This is an optimization exercise on Yosys and OpenROAD, whose aim is small area and few clock cycles, not a production implementation.
In this exercise RTL edits were held to simulation tests only and were not proved equivalent to the original.
Power is estimated from default activity; no workload was simulated.

**design/flow/config.mk**
```make
export PLATFORM = sky130hd
export DESIGN_NAME = nf5_stream
export DESIGN_NICKNAME = nf5_stream
export VERILOG_FILES = /design/flow/design.v
export SDC_FILE = /design/flow/constraint.sdc
export NUM_CORES = 4
export LEC_CHECK = 0
export CAP_MARGIN = 20
export CORE_MARGIN = 2
export CORE_UTILIZATION = 40
export PLACE_DENSITY = 0.6
export SLEW_MARGIN = 20
```
**design/flow/run.sh**
```bash
#!/bin/bash
# synth_recipe.tcl (not shown) runs the flow's synth.tcl, then flattens the netlist and writes it again
# the make line also repeats each setting of config.mk as NAME=value (left out here)
make -C /OpenROAD-flow-scripts/flow DESIGN_CONFIG=/design/flow/config.mk WORK_HOME=/design/flow/orfs CLKGATE_MAP_FILE= SYNTH_SCRIPT=/design/flow/synth_recipe.tcl finish
```
**design/flow/design.v**
```verilog
module nf5_stream (
    input  wire        clk,
    input  wire        rst,
    input  wire        cfg_we,
    input  wire [15:0] cfg_port,
    input  wire        frm_valid,
    output wire        frm_ready,
    input  wire [1:0]  frm_entry,    
    input  wire [15:0] frm_len,
    input  wire        in_valid,
    output wire        in_ready,
    input  wire [7:0]  in_data,
    output reg         rec_valid,
    output reg  [31:0] rec_src_addr,
    output reg  [31:0] rec_dst_addr,
    output reg  [31:0] rec_next_hop,
    output reg  [15:0] rec_input_if,
    output reg  [15:0] rec_output_if,
    output reg  [31:0] rec_packets,
    output reg  [31:0] rec_octets,
    output reg  [31:0] rec_first_ms,
    output reg  [31:0] rec_last_ms,
    output reg  [15:0] rec_src_port,
    output reg  [15:0] rec_dst_port,
    output reg  [7:0]  rec_tcp_flags,
    output reg  [7:0]  rec_protocol,
    output reg  [7:0]  rec_tos,
    output reg  [15:0] rec_src_as,
    output reg  [15:0] rec_dst_as,
    output reg  [7:0]  rec_src_mask,
    output reg  [7:0]  rec_dst_mask,
    output wire        done,
    output reg  [3:0]  status,
    output reg  [2:0]  err_stage,
    output reg  [31:0] err_a,
    output reg  [31:0] err_b,
    output reg  [31:0] err_c,
    output reg  [15:0] hdr_count,
    output reg  [31:0] hdr_sys_uptime_ms,
    output reg  [31:0] hdr_unix_secs,
    output reg  [31:0] hdr_unix_nsecs,
    output reg  [31:0] hdr_flow_seq,
    output reg  [7:0]  hdr_engine_type,
    output reg  [7:0]  hdr_engine_id,
    output reg  [15:0] hdr_sampling_interval,
    output reg  [63:0] boot_time_ns
);
    localparam [3:0] E_OK = 4'd0, E_OOB = 4'd1, E_MALFORMED = 4'd2,
                     E_VERSION = 4'd3, E_TRUNCATED = 4'd4, E_LINKTYPE = 4'd5,
                     E_PROTO = 4'd6, E_PORT = 4'd7;
    localparam [2:0] T_NONE = 3'd0, T_LINK = 3'd1, T_NET = 3'd2,
                     T_UDP = 3'd3, T_NF = 3'd4;
    localparam [2:0] S_IDLE = 3'd0, S_LINK = 3'd1, S_NET = 3'd2, S_UDP = 3'd3,
                     S_HDR = 3'd4, S_REC = 3'd5, S_DRAIN = 3'd6, S_DONE = 3'd7;
    reg [2:0]  state;
    reg [15:0] cfg_port_q;
    reg [15:0] rem;         
    reg [15:0] wlen;        
    reg [15:0] loff;        
    reg [15:0] rec_idx;     
    reg [15:0] etype;
    reg [3:0]  ihl;
    reg [7:0]  proto;
    reg [15:0] dport;
    reg [15:0] hdr_version;
    assign frm_ready = (state == S_IDLE);
    assign in_ready  = (state != S_IDLE) && (state != S_DONE);
    assign done      = (state == S_DONE);
    wire take = in_valid && in_ready;
    reg        ent_go;       
    reg [2:0]  ent_state;    
    reg [15:0] ent_len;      
    reg        ent_err;
    reg [3:0]  ent_code;
    reg [2:0]  ent_tag;
    reg [31:0] ent_a, ent_b;
    always @(*) begin
        ent_err  = 1'b0;
        ent_code = E_OK;
        ent_tag  = T_NONE;
        ent_a    = 32'd0;
        ent_b    = 32'd0;
        case (ent_state)
            S_LINK: if (ent_len < 16'd14) begin
                ent_err = 1'b1; ent_code = E_OOB; ent_tag = T_LINK;
                ent_a = 32'd0; ent_b = 32'd14;
            end
            S_NET: if (ent_len < 16'd20) begin
                ent_err = 1'b1; ent_code = E_OOB; ent_tag = T_NET;
                ent_a = 32'd0; ent_b = 32'd20;
            end
            S_UDP: if (ent_len < 16'd8) begin
                ent_err = 1'b1; ent_code = E_OOB; ent_tag = T_UDP;
                ent_a = 32'd0; ent_b = 32'd8;
            end
            S_HDR: if (ent_len < 16'd24) begin
                ent_err = 1'b1; ent_code = E_MALFORMED; ent_tag = T_NF;
                if (ent_len < 16'd2)       begin ent_a = 32'd0;  ent_b = 32'd2; end
                else if (ent_len < 16'd4)  begin ent_a = 32'd2;  ent_b = 32'd2; end
                else if (ent_len < 16'd8)  begin ent_a = 32'd4;  ent_b = 32'd4; end
                else if (ent_len < 16'd12) begin ent_a = 32'd8;  ent_b = 32'd4; end
                else if (ent_len < 16'd16) begin ent_a = 32'd12; ent_b = 32'd4; end
                else if (ent_len < 16'd20) begin ent_a = 32'd16; ent_b = 32'd4; end
                else if (ent_len < 16'd21) begin ent_a = 32'd20; ent_b = 32'd1; end
                else if (ent_len < 16'd22) begin ent_a = 32'd21; ent_b = 32'd1; end
                else                       begin ent_a = 32'd22; ent_b = 32'd2; end
            end
            default: ;
        endcase
    end
    wire [15:0] cur_version = hdr_version;
    wire [21:0] need_len    = 22'd24 + 22'd48 * {6'd0, hdr_count};
    wire        truncated   = (hdr_count != 16'd0) && (need_len > {6'd0, wlen});
    wire [15:0] trunc_idx   = (wlen < 16'd72) ? 16'd0 : (wlen - 16'd24) / 16'd48;
    wire [15:0] hl = {10'd0, ihl, 2'b00};
    wire [63:0] wall_ns   = {32'd0, hdr_unix_secs} * 64'd1000000000 + {32'd0, hdr_unix_nsecs};
    wire [63:0] uptime_ns = {32'd0, hdr_sys_uptime_ms} * 64'd1000000;
    reg [2:0]  nstate;
    reg        set_err;
    reg [3:0]  n_code;
    reg [2:0]  n_tag;
    reg [31:0] n_a, n_b, n_c;
    always @(*) begin
        nstate    = state;
        ent_go    = 1'b0;
        ent_state = S_IDLE;
        ent_len   = 16'd0;
        set_err   = 1'b0;
        n_code    = E_OK;
        n_tag     = T_NONE;
        n_a       = 32'd0;
        n_b       = 32'd0;
        n_c       = 32'd0;
        case (state)
            S_IDLE: if (frm_valid) begin
                ent_go  = 1'b1;
                ent_len = frm_len;
                case (frm_entry)
                    2'd0: ent_state = S_LINK;
                    2'd1: ent_state = S_NET;
                    2'd2: ent_state = S_UDP;
                    default: ent_state = S_HDR;
                endcase
            end
            S_LINK: if (take && loff == 16'd13) begin
                if ({etype[15:8], in_data} != 16'h0800) begin
                    set_err = 1'b1; n_code = E_LINKTYPE; n_tag = T_LINK;
                    n_a = {16'd0, etype[15:8], in_data};
                end else begin
                    ent_go = 1'b1; ent_state = S_NET; ent_len = wlen - 16'd14;
                end
            end
            S_NET: if (take) begin
                if (loff == 16'd0) begin
                    if (in_data[3:0] < 4'd5) begin
                        set_err = 1'b1; n_code = E_MALFORMED; n_tag = T_NET;
                        n_a = {28'd0, in_data[3:0]}; n_c = {16'd0, wlen};
                    end else if ({10'd0, in_data[3:0], 2'b00} > wlen) begin
                        set_err = 1'b1; n_code = E_OOB; n_tag = T_NET;
                        n_a = 32'd20; n_b = {16'd0, 10'd0, in_data[3:0], 2'b00} - 32'd20;
                        n_c = {16'd0, wlen};
                    end
                end else if (loff == hl - 16'd1) begin
                    if (proto != 8'd17) begin
                        set_err = 1'b1; n_code = E_PROTO; n_tag = T_NET;
                        n_a = {24'd0, proto};
                    end else begin
                        ent_go = 1'b1; ent_state = S_UDP; ent_len = wlen - hl;
                    end
                end
            end
            S_UDP: if (take && loff == 16'd7) begin
                if (dport != cfg_port_q) begin
                    set_err = 1'b1; n_code = E_PORT; n_tag = T_UDP;
                    n_a = {16'd0, dport}; n_b = {16'd0, cfg_port_q};
                end else begin
                    ent_go = 1'b1; ent_state = S_HDR; ent_len = wlen - 16'd8;
                end
            end
            S_HDR: if (take && loff == 16'd23) begin
                if (cur_version != 16'd5) begin
                    set_err = 1'b1; n_code = E_VERSION; n_tag = T_NF;
                    n_a = {16'd0, cur_version};
                end else if (truncated) begin
                    set_err = 1'b1; n_code = E_TRUNCATED; n_tag = T_NF;
                    n_a = {16'd0, trunc_idx}; n_b = {16'd0, hdr_count};
                    n_c = {16'd0, wlen};
                end else if (hdr_count == 16'd0) begin
                    nstate = S_DRAIN;
                end else begin
                    nstate = S_REC;
                end
            end
            S_REC: if (take && loff == 16'd47 && rec_idx == hdr_count - 16'd1) begin
                nstate = S_DRAIN;
            end
            S_DRAIN: ;
            S_DONE: nstate = S_IDLE;
            default: nstate = S_IDLE;
        endcase
        if (ent_go) begin
            if (ent_err) begin
                set_err = 1'b1; n_code = ent_code; n_tag = ent_tag;
                n_a = ent_a; n_b = ent_b; n_c = {16'd0, ent_len};
            end else begin
                nstate = ent_state;
            end
        end
        if (set_err)
            nstate = S_DRAIN;
        if (state == S_IDLE) begin
            if (frm_valid && nstate == S_DRAIN && frm_len == 16'd0)
                nstate = S_DONE;
        end else if (state != S_DONE) begin
            if (nstate == S_DRAIN && (take ? rem == 16'd1 : rem == 16'd0))
                nstate = S_DONE;
        end
    end
    always @(posedge clk) begin
        if (rst) begin
            state      <= S_IDLE;
            cfg_port_q <= 16'd9500;
            rec_valid  <= 1'b0;
            rem        <= 16'd0;
            wlen       <= 16'd0;
            loff       <= 16'd0;
            rec_idx    <= 16'd0;
            status     <= E_OK;
            err_stage  <= T_NONE;
            err_a      <= 32'd0;
            err_b      <= 32'd0;
            err_c      <= 32'd0;
        end else begin
            state     <= nstate;
            rec_valid <= 1'b0;
            if (cfg_we)
                cfg_port_q <= cfg_port;
            if (state == S_IDLE && frm_valid) begin
                rem       <= frm_len;
                status    <= E_OK;
                err_stage <= T_NONE;
                err_a     <= 32'd0;
                err_b     <= 32'd0;
                err_c     <= 32'd0;
                rec_idx   <= 16'd0;
            end else if (take) begin
                rem  <= rem - 16'd1;
                loff <= loff + 16'd1;
            end
            if (ent_go && !ent_err) begin
                wlen <= ent_len;
                loff <= 16'd0;
            end
            if (set_err) begin
                status    <= n_code;
                err_stage <= n_tag;
                err_a     <= n_a;
                err_b     <= n_b;
                err_c     <= n_c;
            end
            if (take) begin
                case (state)
                    S_LINK: if (loff == 16'd12) etype[15:8] <= in_data;
                            else if (loff == 16'd13) etype[7:0] <= in_data;
                    S_NET:  if (loff == 16'd0) ihl <= in_data[3:0];
                            else if (loff == 16'd9) proto <= in_data;
                    S_UDP:  if (loff == 16'd2) dport[15:8] <= in_data;
                            else if (loff == 16'd3) dport[7:0] <= in_data;
                    S_HDR: begin
                        case (loff[4:0])
                            5'd0:  hdr_version[15:8]           <= in_data;
                            5'd1:  hdr_version[7:0]            <= in_data;
                            5'd2:  hdr_count[15:8]             <= in_data;
                            5'd3:  hdr_count[7:0]              <= in_data;
                            5'd4:  hdr_sys_uptime_ms[31:24]    <= in_data;
                            5'd5:  hdr_sys_uptime_ms[23:16]    <= in_data;
                            5'd6:  hdr_sys_uptime_ms[15:8]     <= in_data;
                            5'd7:  hdr_sys_uptime_ms[7:0]      <= in_data;
                            5'd8:  hdr_unix_secs[31:24]        <= in_data;
                            5'd9:  hdr_unix_secs[23:16]        <= in_data;
                            5'd10: hdr_unix_secs[15:8]         <= in_data;
                            5'd11: hdr_unix_secs[7:0]          <= in_data;
                            5'd12: hdr_unix_nsecs[31:24]       <= in_data;
                            5'd13: hdr_unix_nsecs[23:16]       <= in_data;
                            5'd14: hdr_unix_nsecs[15:8]        <= in_data;
                            5'd15: hdr_unix_nsecs[7:0]         <= in_data;
                            5'd16: hdr_flow_seq[31:24]         <= in_data;
                            5'd17: hdr_flow_seq[23:16]         <= in_data;
                            5'd18: hdr_flow_seq[15:8]          <= in_data;
                            5'd19: hdr_flow_seq[7:0]           <= in_data;
                            5'd20: hdr_engine_type             <= in_data;
                            5'd21: hdr_engine_id               <= in_data;
                            5'd22: hdr_sampling_interval[15:8] <= in_data;
                            5'd23: begin
                                hdr_sampling_interval[7:0] <= in_data;
                                boot_time_ns <= wall_ns - uptime_ns;
                                loff <= 16'd0;    
                            end
                            default: ;
                        endcase
                    end
                    S_REC: begin
                        case (loff[5:0])
                            6'd0:  rec_src_addr[31:24]  <= in_data;
                            6'd1:  rec_src_addr[23:16]  <= in_data;
                            6'd2:  rec_src_addr[15:8]   <= in_data;
                            6'd3:  rec_src_addr[7:0]    <= in_data;
                            6'd4:  rec_dst_addr[31:24]  <= in_data;
                            6'd5:  rec_dst_addr[23:16]  <= in_data;
                            6'd6:  rec_dst_addr[15:8]   <= in_data;
                            6'd7:  rec_dst_addr[7:0]    <= in_data;
                            6'd8:  rec_next_hop[31:24]  <= in_data;
                            6'd9:  rec_next_hop[23:16]  <= in_data;
                            6'd10: rec_next_hop[15:8]   <= in_data;
                            6'd11: rec_next_hop[7:0]    <= in_data;
                            6'd12: rec_input_if[15:8]   <= in_data;
                            6'd13: rec_input_if[7:0]    <= in_data;
                            6'd14: rec_output_if[15:8]  <= in_data;
                            6'd15: rec_output_if[7:0]   <= in_data;
                            6'd16: rec_packets[31:24]   <= in_data;
                            6'd17: rec_packets[23:16]   <= in_data;
                            6'd18: rec_packets[15:8]    <= in_data;
                            6'd19: rec_packets[7:0]     <= in_data;
                            6'd20: rec_octets[31:24]    <= in_data;
                            6'd21: rec_octets[23:16]    <= in_data;
                            6'd22: rec_octets[15:8]     <= in_data;
                            6'd23: rec_octets[7:0]      <= in_data;
                            6'd24: rec_first_ms[31:24]  <= in_data;
                            6'd25: rec_first_ms[23:16]  <= in_data;
                            6'd26: rec_first_ms[15:8]   <= in_data;
                            6'd27: rec_first_ms[7:0]    <= in_data;
                            6'd28: rec_last_ms[31:24]   <= in_data;
                            6'd29: rec_last_ms[23:16]   <= in_data;
                            6'd30: rec_last_ms[15:8]    <= in_data;
                            6'd31: rec_last_ms[7:0]     <= in_data;
                            6'd32: rec_src_port[15:8]   <= in_data;
                            6'd33: rec_src_port[7:0]    <= in_data;
                            6'd34: rec_dst_port[15:8]   <= in_data;
                            6'd35: rec_dst_port[7:0]    <= in_data;
                            6'd37: rec_tcp_flags        <= in_data;
                            6'd38: rec_protocol         <= in_data;
                            6'd39: rec_tos              <= in_data;
                            6'd40: rec_src_as[15:8]     <= in_data;
                            6'd41: rec_src_as[7:0]      <= in_data;
                            6'd42: rec_dst_as[15:8]     <= in_data;
                            6'd43: rec_dst_as[7:0]      <= in_data;
                            6'd44: rec_src_mask         <= in_data;
                            6'd45: rec_dst_mask         <= in_data;
                            default: ;
                        endcase
                        if (loff == 16'd47) begin
                            rec_valid <= 1'b1;
                            rec_idx   <= rec_idx + 16'd1;
                            loff      <= 16'd0;
                        end
                    end
                    default: ;
                endcase
            end
        end
    end
endmodule
```
**design/flow/constraint.sdc**
```tcl
create_clock -name core_clock -period 11.0 [get_ports {clk}]
set_input_delay 2.2000 -clock core_clock [delete_from_list [all_inputs] [get_ports {clk}]]
set_output_delay 2.2000 -clock core_clock [all_outputs]
set_load 0.01 [all_outputs]
```
==> results.txt <==
[per-layer routing]
layer | up-vias | share of wire [%]
li1 | 19100 | -
met4 | 0 | 3.3
met2 | 1457 | 48
met3 | 267 | 7.3
met5 | - | 0
met1 | 20700 | 41
[power by group through the flow]
stage                     clock (mW)  combinational [mW]  sequential (mW)
after detailed placement           0                7.87             3.48
after global routing            3.26                8.69             3.43
final                           3.09                7.98             3.43
after global placement             0                7.83             3.48
after floorplan                    0                4.47             3.41
after CTS                       3.15                7.92             3.42
[sequential cells by signal, summed over array words and instances, names as in the netlist, 32 cells and up]
signal and count:
boot_time_ns 64, hdr_flow_seq 32, hdr_sys_uptime_ms 32, hdr_unix_nsecs 32
hdr_unix_secs 32, rec_dst_addr 32, rec_first_ms 32, rec_last_ms 32
rec_next_hop 32, rec_octets 32, rec_packets 32, rec_src_addr 32
[critical path, delay by kind of cell (launching register included)]
| kind | cells | cell delay, ps |
|---|---|---|
| xor+xnor | 2 | 200 |
| compound gates | 25 | 4630 |
| fa+ha+maj | 9 | 3790 |
| flops | 1 | 420 |
| simple gates | 3 | 720 |
| buf+inv | 5 | 370 |
[Yosys cell counts (25+ instances only)]
library cell    n
buf_4          49
edfxtp_1      652
o21bai_1       26
o21a_1         27
o31ai_1        25
o21ai_0       137
nor2b_1        34
a211oi_1       34
nand2_1       237
ha_1          576
xor2_1         83
nand2b_1       28
or2_2          28
dfxtp_1       139
nand4_1        37
clkbuf_1       90
xnor2_1       184
fa_1          472
nor4_1         36
inv_1         682
o211ai_1       32
and3_1         42
nand3_1       120
nor3_1        111
a21oi_1       239
a31oi_1        28
a21o_1         51
nor2_1        351
or3_1          38
[cell type report]
type / instances / area, um^2
Antenna cell: 1 / 2.50
Clock buffer: 106 / 2320
Clock inverter: 60 / 729
Fill cell: 12400 / 69400
Inverter: 684 / 2570
Multi-Input combinational cell: 3343 / 30700
Sequential cell: 791 / 22400
Tap cell: 1876 / 2350
Timing Repair Buffer: 955 / 8950
[how the worst min path moves through the flow]
stage	slack, ps	cells after the start	end	start
6_report	450	2	err_stage[0]	err_stage[0]
5_1_grt	480	2	err_a[7]	err_a[7]
4_1_cts	460	2	err_stage[0]	err_stage[0]
3_5_place_dp	450	2	err_stage[0]	err_stage[0]
3_3_place_gp	450	2	err_b[1]	err_b[1]
2_1_floorplan	440	2	rem[12]	rem[12]
[kinds of logic after synthesis]
kind of cell / count (synthesis) / share of synthesized area [%]
compound gates: 821 / 9.89
xor+xnor: 268 / 4.19
simple gates: 1148 / 9.96
buf+inv: 839 / 5.98
flops: 791 / 39.8
mux: 25 / 0.464
fa+ha+maj: 1048 / 29.7
other cells: 1 / 0.00668
[per-stage QoR]
step                utilization (%)  hold slack (ps)  setup WS (ps)  setup TNS [ps]
global route                   50.2              481          -5.68           -5.68
floorplan                         -              439            577               0
CTS                            50.1              458           31.0               0
global placement               47.9              446            171               0
finish                         50.2              455            604               0
detailed placement             47.9              449           9.38               0
[repair_timing]
item                                    4_1_cts  5_1_grt
pin swaps                                     0        6
setup buffers                                 0        9
gates resized for setup                       2       21
endpoints found under the setup margin        2       13
cloned                                        0        0
==> results.py <==
metrics = {
    "pwr": {
        "p_leak_nw": 28.7,
        "power_mw": 14.5,
        "power_switching_mw": 5.72,
        "p_int_mw": 8.77,
        "pwr-share-clk_pct": 21.3,
        "pwr-share-seq_pct": 23.6,
        "p_comb_share_pct": 55.1,
        "sw_frac_of_total_pct": 39.5,
        "peakVddDrop_mv": 0.460,
        "power_density_nw_per_um2": 207,
    },
    "cts": {
        "clkTransAtPathRegs_ps": 60,
        "postCtsHoldBufs": 0,
        "htreeDepth": 3,
        "cts_made_buffers": 90,
        "tritoncts": "done",
        "root_buffer": "clkbuf_16",
        "cts.sinks": 791,
        "cts_max_path_buffers": 3,
        "clk_latency_ps": 730,
    },
    "timing": {
        "min_period_over_period_pct": 94.5,
        "setup_viol": 0,
        "max_freq_mhz": 96.2,
        "maxSlewHeadroom_pct": 22.0,
        "tightest_slew_ps": 1170,
        "drv_slew": 0,
        "hold_viol_final": 0,
        "finalWorstPathRequiredPeriod_ps": 10400,
        "fin_skew_ps": 72.7,
    },
    "global_routing": {
        "antenna_found_initial": 6,
        "globalRouteTotalUtil_pct": 25.5,
        "grt_max_degree": 66,
        "grt_use_met1_pct": 33.0,
        "use_met2_pct": 42.3,
        "grt_use_met3_pct": 5.55,
        "top_usage_layer": "met2",
        "first_global_vias": 42100,
        "grt_remaining_overflow": 0,
        "grt_pass1_wl_mm": 271,
    },
    "placement": {
        "place_area_um2": 66700,
        "finalWeightedCongestion": 0.922,
        "dp_hpwl_mm": 144,
        "port_buffers": 720,
        "placed_cells": 7640,
    },
    "route": {
        "antenna_left": 0,
        "drc": 0,
        "wl_per_cell_um": 23.5,
        "vias": 41500,
        "drt-total-wl_mm": 184,
        "first_iter_violations": 3060,
        "dr.pass1.iters": 6,
        "vias_per_cell": 5.32,
    },
    "setup_path": {
        "rr_worst_depth": 44,
        "required_ps": 11430,
        "critPathLaunch": "hdr_sys_uptime_ms[0]",
        "critical-path-max-stage-delay_ps": 550,
        "cp-start-kind": "flop",
        "endpoint": "boot_time_ns[59]",
        "cp_common_cell": "o21ai_1",
        "cp_max_fo": 4,
        "critPathSlowestCell": "fa_1",
        "worstSetupPathType": "reg -> reg",
        "crit_arrival_ps": 10820,
        "r2r_start": "hdr_sys_uptime_ms[0]",
        "rrSetupSlack_ps": 600,
        "reg2reg_to": "boot_time_ns[59]",
        "worstSetupEndpointType": "flop",
    },
    "floorplanning": {
        "die_x_um": 379,
        "dieArea_um2": 143000,
        "rows": 137,
        "start_util_pct": 40.3,
        "die_h_um": 379,
        "core_um2": 139000,
        "num_io_pins": 754,
    },
    "synth": {
        "yosysWarnings": 1,
        "ys_async_sr_fraction_pct": 0,
        "yosysTopAreaCell": "edfxtp_1",
        "synth-edff-count": 652,
        "synth-seq-cells": 791,
        "synthFlopType": "edfxtp_1",
        "synth.area.top_cells": "edfxtp_1 35%, fa_1 17%, ha_1 13%, dfxtp_1 5.0%, inv_1 4.6%",
        "netlist_instances": 4941,
        "synth_top_cell_area_share_pct": 34.9,
        "synth.avg_cell_area_um2": 11.4,
        "syn_area_um2": 56100,
        "seq_area_frac_synth_pct": 39.8,
        "yosys.cell_types.count": 105,
    },
    "cells_and_area": {
        "area_growth_pct": 24.6,
        "layout_common_cells": "711 x clkdlybuf4s50_1, 682 x inv_1, 652 x edfxtp_1",
        "final_net_count": 6960,
        "final_common_cell": "clkdlybuf4s50_1",
        "fin_area_um2": 69900,
        "stdcell_count": 7816,
        "drive_gt1_share_pct": 7.88,
    },
    "status": {
        "status": "finished clean",
    },
    "job": {
        "maxCapViolCount": 0,
    },
    "worst_hold_path": {
        "hold_path.class": "reg -> reg",
    },
}
Testbench counts, summed over its fixed seeds: cycles 148,380.

==> port drivers added, routing unchanged <==
How much do the figures lean on ideal ports? The routed layout below was timed once more, with nothing changed but the port constraints.
Step 1: set_driving_cell puts a clkbuf_16 on clk and a buf_2 on each other input, an assumption about the parent block.
Step 2 adds t to the input delays and takes it off the output delays; t is the mean of the earliest and latest rising clock arrival at the registers after step 1. Input paths then give back, and output paths get back, about the clock's delay inside the block.
a / b / c = ideal / step 1 / step 2; a / b = the first two.
t, ns: 0.771
setup slack, ns: 0.604 / 0.604 / 0.604
clock arrival spread, ns: 0.075 / 0.076
After both steps setup and hold are still met in this run. For this run, drivers alone change the setup slack by 0.000 ns; drivers and shift together by 0.000 ns.
